Background: an optimization exercise with open tools, aiming at small area, a short achievable clock period and few clock cycles. Do not read the settings as production practice. Power and IR drop assume default switching activity.

## JK
Design jbd_bms_parser, start of the top module:
module jbd_bms_parser (
    input  wire        clk,
    input  wire        rst,         
    input  wire        cmd_valid,
    input  wire [15:0] cmd_word,
    output wire        cmd_ready,
    input  wire [11:0] rd_addr,
    output reg  [31:0] rd_data
);
    localparam [7:0] OP_NOP      = 8'h00,
                     OP_CLEAR    = 8'h01,
                     OP_PUSH     = 8'h02,
                     OP_VALIDATE = 8'h03,
                     OP_DECODE   = 8'h04,
                     OP_PARSE    = 8'h05;
    localparam [3:0] R_OK           = 4'h0,
                     R_INCOMPLETE   = 4'h1,
                     R_BAD_START    = 4'h2,
                     R_BAD_END      = 4'h3,
                     R_LEN_MISMATCH = 4'h4,
                     R_DEV_STATUS   = 4'h5,
                     R_UNKNOWN_TYPE = 4'h6,
                     R_CSUM         = 4'h7,
                     R_UNSUPPORTED  = 4'h8,
                     R_REC_SIZE     = 4'h9,
                     R_NOT_VALID    = 4'hA,
                     R_ILLEGAL      = 4'hB;
    localparam [1:0] ST_NONE = 2'd0, ST_VALIDATE = 2'd1, ST_DECODE = 2'd2, ST_COMMAND = 2'd3;
    localparam [1:0] T_NONE  = 2'd0, T_BASIC     = 2'd1, T_CELLS   = 2'd2, T_UNKNOWN  = 2'd3;
    localparam CAP_SIZE = 262;
    reg [7:0]  cap_buf [0:CAP_SIZE-1];    
    reg [7:0]  ring [0:11][0:15];
    reg [3:0]  phase;
    reg [15:0] cap_len;
    reg [7:0]  last_byte;
    reg [7:0]  prev1, prev2;    
    reg [15:0] sum3;            
    reg [3:0]  result;
    reg [1:0]  res_stage;
    reg [15:0] diag_obs;
    reg [15:0] diag_exp;
    reg        frame_valid;
    reg [1:0]  rtype;
    reg        hdr_ok;          
    reg [15:0] csum_rx;
    reg [15:0] csum_calc;
    reg [1:0]  rec_kind;
  ...
Size in the first run: roughly 64 I/O pins.
Settings: LEC_CHECK=0, CAP_MARGIN=20, CORE_MARGIN=2, CORE_UTILIZATION=60, PLACE_DENSITY=0.7, SETUP_SLACK_MARGIN=4.0, SLEW_MARGIN=20; clock period 10.0 ns.
run.sh (not shown) runs the stock make flow with config.mk's settings and CLKGATE_MAP_FILE= SYNTH_SCRIPT=/design/flow/synth_recipe.tcl, a recipe that flattens the netlist after the stock synthesis.
JK | status: complete | timing, DRC, antenna: pass
Input-level comparison between MS and JK:
Settings: swapping 0.7 for 0.6 in PLACE_DENSITY; swapping 60 for 40 in CORE_UTILIZATION; swapping 4.0 for 4.5 in SETUP_SLACK_MARGIN.
==> comparison <==
Diff JK..MS | post-synthesis mux area share | unchanged
Number of antenna violations at the first check in global routing in MS vs JK: up 4
Number of clock buffer instances in the layout, JK and MS: smaller value in JK
Between JK and MS, global-route met2 utilization decreased.
Comparing JK and MS, global routing usage on met1 is lower on MS.
Side by side, final instance area turned out higher in MS than in JK.
Function was not checked in any run of this note: the RTL went through the layout flow alone.

========
Setup of run D:
jbd_bms_parser, a different RTL version from the one above (not shown whole).
Size: ~7,700 cells after synthesis, roughly 2,200 flip-flops, about 0.077 sq mm of cells after synthesis.
Settings: LEC_CHECK=0, ABC_AREA=1, CAP_MARGIN=20, CORE_MARGIN=2, CORE_UTILIZATION=50, CTS_CLUSTER_DIAMETER=80, CTS_CLUSTER_SIZE=20, PLACE_DENSITY=0.65, SETUP_SLACK_MARGIN=4.0, SLEW_MARGIN=20, SYNTH_HIERARCHICAL=1; clock period 10.0 ns.
Run D reached the final stage; the timing, DRC and antenna checks on its layout passed.
Edits applied to the flow inputs when going from run D to run B:
Settings: SYNTH_HIERARCHICAL no longer set, was 1.
[summary]
The higher shortest period the worst path allows of run B and run D is in run B. Relative to run D, the via count of run B is lower by 804. As of run B, core outline area had fallen slightly compared to run D.
No functional check of the RTL was part of any run of this note.

========
## main
jbd_bms_parser, a different RTL version from the one above (not shown whole).
For scale: ~2,200 flip-flops, roughly 64 I/O pins, roughly 85,000 sq um of cells after synthesis.
clock: 10.0 ns
lec_check: 0
abc_area: 1
cap_margin: 20
core_margin: 2
core_utilization: 55
cts_cluster_diameter: 80
cts_cluster_size: 20
place_density: 0.7
setup_slack_margin: 4.0
slew_margin: 20
synth_hierarchical: 1
The inputs of the feature branch differ from those of main as listed below.
Settings: a change of ABC_AREA from 1 to 0.
Results
Relative to main, the cell area after layout measured on the feature branch has decreased by more than 10%.
Compared with main, the feature branch improves worst hold-check slack.
The feature branch ended with more routability congestion estimate than main.
Internal power for the feature branch: 0.38% up relative to main
When the feature branch is set beside main, its part of the power in combinational logic turns out to be 0.3 points larger.
Average vias per placed instance, the feature branch and main: lower on main
As of the feature branch, net load switching power had fallen by a few percent compared to main.
Area fraction in and, or, nand and nor cells after synthesis ends up higher on main.
The routing usage on met3 reported for the feature branch is greater than that of main by 6.6 points.
No functional check of the RTL was part of any run of this note.

[what the ideal ports hide]
Ports are ideal in the flow. The routed layouts listed here were re-timed in OpenROAD.
Step 1 sets driving cells, clkbuf_16 on the clock port and buf_2 on the other inputs (assumed; they add their load-dependent delay and slew).
Step 2 adds t to the input delays and takes it off the output delays; t is the mean of the earliest and latest rising clock arrival at the registers after step 1. Input paths then give back, and output paths get back, about the clock's delay inside the block.
a / b / c = no drivers / after step 1 / after step 2; a / b = the first two.
run	t (ns)	slack for setup (ns)	worst hold slack (ns)
JK	0.923	2.125 / 1.929 / 1.929	0.314 / 0.314 / 0.314
MS	0.989	2.319 / 2.110 / 2.110	0.321 / 0.321 / 0.321
run D	0.893	2.976 / 2.913 / 2.913	0.306 / 0.306 / 0.306
run B	0.905	2.706 / 2.483 / 2.483	0.328 / 0.328 / 0.328
main	0.885	3.097 / 3.048 / 3.048	0.310 / 0.310 / 0.310
the feature branch	0.883	2.644 / 2.549 / 2.549	0.336 / 0.336 / 0.336
After both steps every run listed still meets setup and hold. For run B, which loses most, drivers alone change the setup slack by -0.223 ns; drivers and shift together by -0.223 ns.
